Context: an optimization exercise on an open-source flow, tuned for small area. The choices shown serve that exercise and are no tape-out recipe. At most, simulation tests tie the RTL to the original design; equivalence was not proved. Power figures rest on the tool's default switching activity, not on a simulated workload.

==> trial 90 <==
// ata_pio_ctrl
module ata_pio_ctrl (
    input  wire        clk,
    input  wire        rst,
    input  wire        op_valid,
    output wire        op_ready,
    input  wire [7:0]  op_sel,
    input  wire [31:0] op_buf,
    input  wire [31:0] op_start,
    input  wire [31:0] op_count,
    input  wire [7:0]  op_arg,
    output reg         res_valid,
    output wire [2:0]  res_code,
    output wire [7:0]  res_value,
    output reg         ev_valid,
    input  wire        ev_ready,
    output reg  [3:0]  ev_kind,
    output wire [31:0] ev_addr,
    output wire [15:0] ev_wdata,
    input  wire [15:0] ev_rdata,
    output reg  [3:0]  tag,
    output reg         identified,
    output reg         int_enabled,
    output reg         selected_drive,
    output reg  [31:0] cursor_ptr,
    output wire [31:0] remaining,
    output reg  [31:0] lower_max,
    output reg  [31:0] upper_max,
    output reg  [31:0] sector_size,
    output wire        has_multiple,
    output reg         has_dma,
    output reg         has_lba48,
  ...
export LEC_CHECK = 0
export CAP_MARGIN = 20
export CORE_MARGIN = 2
export CORE_UTILIZATION = 40
export PLACE_DENSITY = 0.6
export SLEW_MARGIN = 20
create_clock -name core_clock -period 14.0 [get_ports {clk}]
standard.sh (not shown) runs the stock make flow with config.mk's settings and CLKGATE_MAP_FILE= SYNTH_SCRIPT=/design/flow/synth_recipe.tcl, a recipe that flattens the netlist after the stock synthesis.
==> flow/flow/run.sh <==
#!/bin/bash
# The standard layout (standard.sh), with these changes:
#  - every port still gets a buffer, the smallest one (buf_1);
#  - pass-through outputs get no extra synthesis buffer (SYNTH_INSBUF=0);
#  - clock tree synthesis uses clkbuf_4 and adds no dummy loads.
# Each tool's output stays in this folder (make_finish.log and ORFS's logs).
set -uo pipefail
F=$PWD/flow
bash standard.sh SYNTH_SCRIPT=$F/area_synth.tcl ADDER_MAP_FILE= \
  "BUFFER_PORTS_ARGS=-buffer_cell sky130_fd_sc_hd__buf_1" \
  "CTS_ARGS=-sink_clustering_enable -repair_clock_nets -dont_use_dummy_load -buf_list sky130_fd_sc_hd__clkbuf_4" \
  SYNTH_INSBUF=0 finish > make_finish.log 2>&1
status=$?
mkdir -p orfs_logs
cp orfs/logs/sky130hd/ata_pio_ctrl/base/*.log orfs_logs/ 2>/dev/null || true
exit $status
==> flow/flow/area.abc <==
strash
&get -n
&fraig -x
&deepsyn -T 60
&put
strash
&get -n
&dch -f
&nf -R 1000
&put
==> flow/flow/area_synth.tcl <==
# The standard flow's synthesis script with an area-oriented ABC mapping script.
proc synth {args} { yosys synth -nofsm -noshare {*}$args }
set ::area_abc_script [file join [file dirname [info script]] area.abc]
proc abc {args} {
  set i [lsearch -exact $args -script]
  if { $i >= 0 } { lset args [expr { $i + 1 }] $::area_abc_script }
  yosys abc {*}$args
}
source $::env(SCRIPTS_DIR)/synth.tcl
# left out here: clear keep_hierarchy, flatten, clean up, hide names made inside functions, write 1_2_yosys.v
==> build 92 (differences from trial 90) <==
--- a/flow/design.v
+++ b/flow/design.v
@@ -107,32 +107,29 @@
         S_PW_X = 6'd25, S_PW_F = 6'd26, S_W4P = 6'd27, S_FN_A = 6'd28,
         S_XF_A = 6'd29, S_XF_1 = 6'd30, S_XF_2 = 6'd31,
         S_ID_A = 6'd32, S_ID_W = 6'd33,
         S_SI_A = 6'd34, S_SI_B = 6'd35,
         S_GE_A = 6'd36, S_ONE_A = 6'd37, S_WB_OP = 6'd38, S_W4_OP = 6'd39,
         S_IR_A = 6'd40, S_CC_A = 6'd41, S_CC_B = 6'd42, S_EOI = 6'd43,
         S_IN_A = 6'd44, S_IN_B = 6'd45, S_DR_A = 6'd46, S_DR_B = 6'd47,
-        S_HB = 6'd48, S_BND = 6'd49;
+        S_HB = 6'd48;
     reg [5:0]  st;
     reg [3:0]  opc;
     reg        init;          
     reg [2:0]  r;             
     reg [31:0] cnt;           
     reg [7:0]  arg;           
     reg [31:0] start_q;       
     wire [15:0] rdq = start_q[15:0];
     reg        saved_int;
     reg [15:0] rem;
     reg        ok;
-    wire [7:0] s_mm  = cnt[15:8];
-    wire [7:0] s_cm  = cnt[23:16];
-    wire [3:0] s_ata = cnt[27:24];
-    wire       s_dma = cnt[28];
-    wire       s_u53 = cnt[29];
-    wire       s_ext = cnt[30];
+    reg [7:0]  s_mm, s_cm;
+    reg        s_dma, s_u53, s_ext;
+    reg [3:0]  s_ata;
     reg [3:0]  ata;
     assign max_ata = {4'd0, ata};
     assign op_ready  = (st == S_IDLE);
     assign res_code  = r;
     assign remaining = {16'd0, rem};
     assign has_multiple = (max_multiple != 8'd0);
     reg [2:0] usup, usel;
@@ -160,22 +157,22 @@
     wire [32:0] add_a   = hb ? {cnt, 1'b0} : {1'b0, cnt};
     wire [32:0] add_b   = (hb && hb_bit) ? {1'b0, sector_size} : 33'd0;
     wire [32:0] sum     = add_a + add_b + {32'd0, ~hb};
     wire        hb_bad  = (sum > {2'b00, ~cursor_ptr[31:1]});
     wire        guard_ok  = identified && (tag == T_NONE);
     wire        count_bad = (op_count == 32'd0) ||
                             (op_count > (has_lba48 ? 32'd65535 : 32'd255));
-    wire [32:0] end_sector = {1'b0, start_q} + {17'd0, rem};
+    wire [32:0] end_sector = {1'b0, op_start} + {17'd0, op_count[15:0]};
     wire        over32     = end_sector[32] && (end_sector[31:0] != 32'd0);
     wire        over28     = (end_sector[32:29] != 4'd0) ||
                              (end_sector[28] && end_sector[27:0] != 28'd0);
     wire        over_low   = (end_sector > {1'b0, lower_max});
     wire        bounds_bad = ((upper_max != 32'd0) ? over32 : over_low) ||
                              (!has_lba48 && over28);
-    wire        rw_bad     = count_bad || (op_buf == 32'd0);
+    wire        rw_bad     = count_bad || bounds_bad || (op_buf == 32'd0);
     wire        mult_mode = has_multiple && (cur_multiple != 8'd0);
     wire        is_write  = (opc == O_WR);
     wire [7:0]  rw_opcode = is_write ? (has_lba48 ? (mult_mode ? 8'h39 : 8'h34)
                                                   : (mult_mode ? 8'hC5 : 8'h30))
                                      : (has_lba48 ? (mult_mode ? 8'h29 : 8'h24)
                                                   : (mult_mode ? 8'hC4 : 8'h20));
     wire [3:0]  rw_tag    = is_write ? (mult_mode ? T_WRITE_MULT : T_WRITE)
@@ -255,15 +252,15 @@
             S_ID_W, S_DR_B: begin ev_kind = K_R16; port = 16'h01F0; end
             S_SI_A: begin ev_kind = K_W8; wd = arg[0] ? 8'h00 : 8'h02; end
             S_SI_B: begin ev_kind = arg[0] ? K_UNMASK : K_MASK; port = 16'd14; end
             S_GE_A: port = 16'h01F1;
             S_IR_A, S_IN_B: port = 16'h01F7;
             S_IN_A: port = 16'h01F6;
             S_EOI:  begin ev_kind = K_EOI; port = 16'd14; end
-            S_IDLE, S_HB, S_BND: ev_valid = 1'b0;
+            S_IDLE, S_HB: ev_valid = 1'b0;
             default: if (wb_st && cnt[0]) ev_kind = K_DLY;
         endcase
     end
     assign ev_addr  = mem ? cursor_ptr : {16'd0, port};
     assign ev_wdata = {rdq[15:8], wd};
     task go;
         input [5:0] nxt;
@@ -378,15 +375,15 @@
                             opc <= (op_sel == 8'h03) ? O_WR : O_RD;
                             if (!guard_ok) finish(R_PROTO);
                             else if (rw_bad) finish(R_INVARG);
                             else begin
                                 cursor_ptr <= op_buf;
                                 rem        <= op_count[15:0];
                                 arg        <= 8'd0;
-                                st         <= S_BND;
+                                st         <= S_HB;
                             end
                         end
                         8'h04: begin                     
                             opc <= O_FL;
                             if (!guard_ok) finish(R_PROTO);
                             else st <= S_CR_A;
                         end
@@ -428,21 +425,14 @@
                             else st <= S_CR_A;
                         end
                         8'h20: begin opc <= O_IR; st <= S_IR_A; end
                         default: finish(R_INVARG);
                     endcase
                 end
             end
-            S_BND: begin
-                if (bounds_bad) begin
-                    clear_cursor;
-                    finish(R_INVARG);
-                end else
-                    st <= S_HB;
-            end
             S_HB: begin
                 if (hb_bad) begin
                     clear_cursor;
                     finish(R_INVARG);
                 end else begin
                     cnt <= sum[31:0];
                     arg <= arg + 8'd1;
@@ -584,24 +574,23 @@
                     tag <= T_NONE;
                     clear_cursor;
                     sub_err(s_failed ? R_DEVERR : R_PROTO);
                 end else
                     go(S_ID_W);
             end
             S_ID_W: if (fire) begin
-                cnt <= sum[31:0];
                 case (cnt[7:0])
                     8'd0:   ok    <= !ev_rdata[15];
-                    8'd47:  cnt[15:8]  <= ev_rdata[7:0];
-                    8'd49:  begin ok <= ok & ev_rdata[9]; cnt[28] <= ev_rdata[8]; end
-                    8'd53:  cnt[29] <= ev_rdata[2];
-                    8'd59:  cnt[23:16] <= ev_rdata[8] ? ev_rdata[7:0] : 8'd0;
+                    8'd47:  s_mm  <= ev_rdata[7:0];
+                    8'd49:  begin ok <= ok & ev_rdata[9]; s_dma <= ev_rdata[8]; end
+                    8'd53:  s_u53 <= ev_rdata[2];
+                    8'd59:  s_cm  <= ev_rdata[8] ? ev_rdata[7:0] : 8'd0;
                     8'd60:  start_q[15:0] <= ev_rdata;
-                    8'd61:  begin start_q[31:16] <= ev_rdata; cnt[30] <= (ev_rdata[15:12] != 4'd0); end
-                    8'd80:  cnt[27:24] <= p_ata;
+                    8'd61:  begin start_q[31:16] <= ev_rdata; s_ext <= (ev_rdata[15:12] != 4'd0); end
+                    8'd80:  s_ata <= p_ata;
                     8'd83: begin
                         ok <= ok & ev_rdata[13];
                         if (ok & ev_rdata[13]) begin
                             max_multiple  <= s_mm;
                             has_dma       <= s_dma;
                             cur_multiple  <= s_cm;
                             ata           <= s_ata;
@@ -630,15 +619,16 @@
                     case (opc)
                         O_IR: begin
                             if (ok) begin r <= R_OK; go(S_CC_A); end
                             else begin r <= R_CAPABS; go(S_EOI); end
                         end
                         default: go(S_W4P);
                     endcase
-                end
+                end else
+                    cnt <= sum[31:0];
             end
             S_SR_E, S_SD_C, S_IM_A, S_W4P, S_CC_A, S_W4_OP: if (fire) begin
                 if (cnt[4:0] == 5'd19) begin
                     case (st)
                         S_SR_E:  go(S_SR_F);
                         S_SD_C:  go(S_SD_D);
                         S_IM_A:  go(S_IM_B);
==> flow/flow/run.sh (replaced) <==
#!/bin/bash
set -uo pipefail
FLOWDIR=$PWD/flow
bash standard.sh SYNTH_SCRIPT=$FLOWDIR/area_synth.tcl \
  "BUFFER_PORTS_ARGS=-buffer_cell sky130_fd_sc_hd__buf_1" finish > make_finish.log 2>&1
status=$?
cp orfs/logs/sky130hd/ata_pio_ctrl/base/*.log . 2>/dev/null || true
exit $status
==> flow/flow/area.abc (replaced) <==
strash
&get -n
&fraig -x
&put
scorr
dc2
strash
&get -n
&dch -f
&nf -R 1000
&put
strash
&get -n
&dch -f
&nf -R 1000
&put
strash
&get -n
&dch -f
&nf -R 1000
&put
strash
&get -n
&nf -R 1000
&put
==> summary.txt <==
item	trial 90	build 92
Result of the run	complete, but fails checks	complete, no violations
Violated checks	setup timing	-
Proportion of synthesized chip area in sequential cells	33.58%	31.31%
Tightest hold margin	0.4902 ns	0.4645 ns
GP Congestion	1.040	1.001
Worst Clk Skew	0.08471 ns	0.02995 ns
Dominant cell type by count on the critical path	sky130_fd_sc_hd__and3_4	sky130_fd_sc_hd__a21o_1
Tap cell count	585	680
Instance count after placement with tap cells included	3480	3799
Total number of placement rows	76	83
Number of non-clock inverters	52	87
Area used by multi-input combinational logic	0.01244 mm^2	0.01400 mm^2
Total power divided by cell area	135.2 mW/mm^2	141.6 mW/mm^2
Hold worst-path end	ata[0]	ata[2]
Final wirelength	100000 um	103900 um
Net load switching power	0.001524 W	0.001551 W
Clock buffer and inverter area fraction after layout	2.375%	5.108%
Count of mapped cells out of synthesis	2249	2698
Total Power	0.003292 W	0.003524 W
Maximum number of pins on one net before global-route repair	49	152
Only the layout flow was run in build 92; the RTL was not checked for function there.

-- what the ideal ports hide --
In the flow no input, the clock included, has a driving cell. The finished layouts below were timed again as built, in two steps. Step 1 (the two cells are an assumption about what drives the block):
set clk [get_ports {clk}]
set_driving_cell -lib_cell sky130_fd_sc_hd__clkbuf_16 $clk
set_driving_cell -lib_cell sky130_fd_sc_hd__buf_2 [delete_from_list [all_inputs] $clk]
Step 2 times the ports against the registers' clock, not the clock port: input delays grow and output delays shrink by t, the midpoint of the rising clock arrivals with the driver on. a / b / c = ideal / step 1 / step 2; a / b = the first two.
run	t, ns	setup slack, ns	worst slew at a driven data input, ns	cell pins on the clock port's net
trial 90	0.885	-2.710 / -2.710 / -2.710	0.07	1
build 92	0.638	1.951 / 1.951 / 1.951	0.05	1
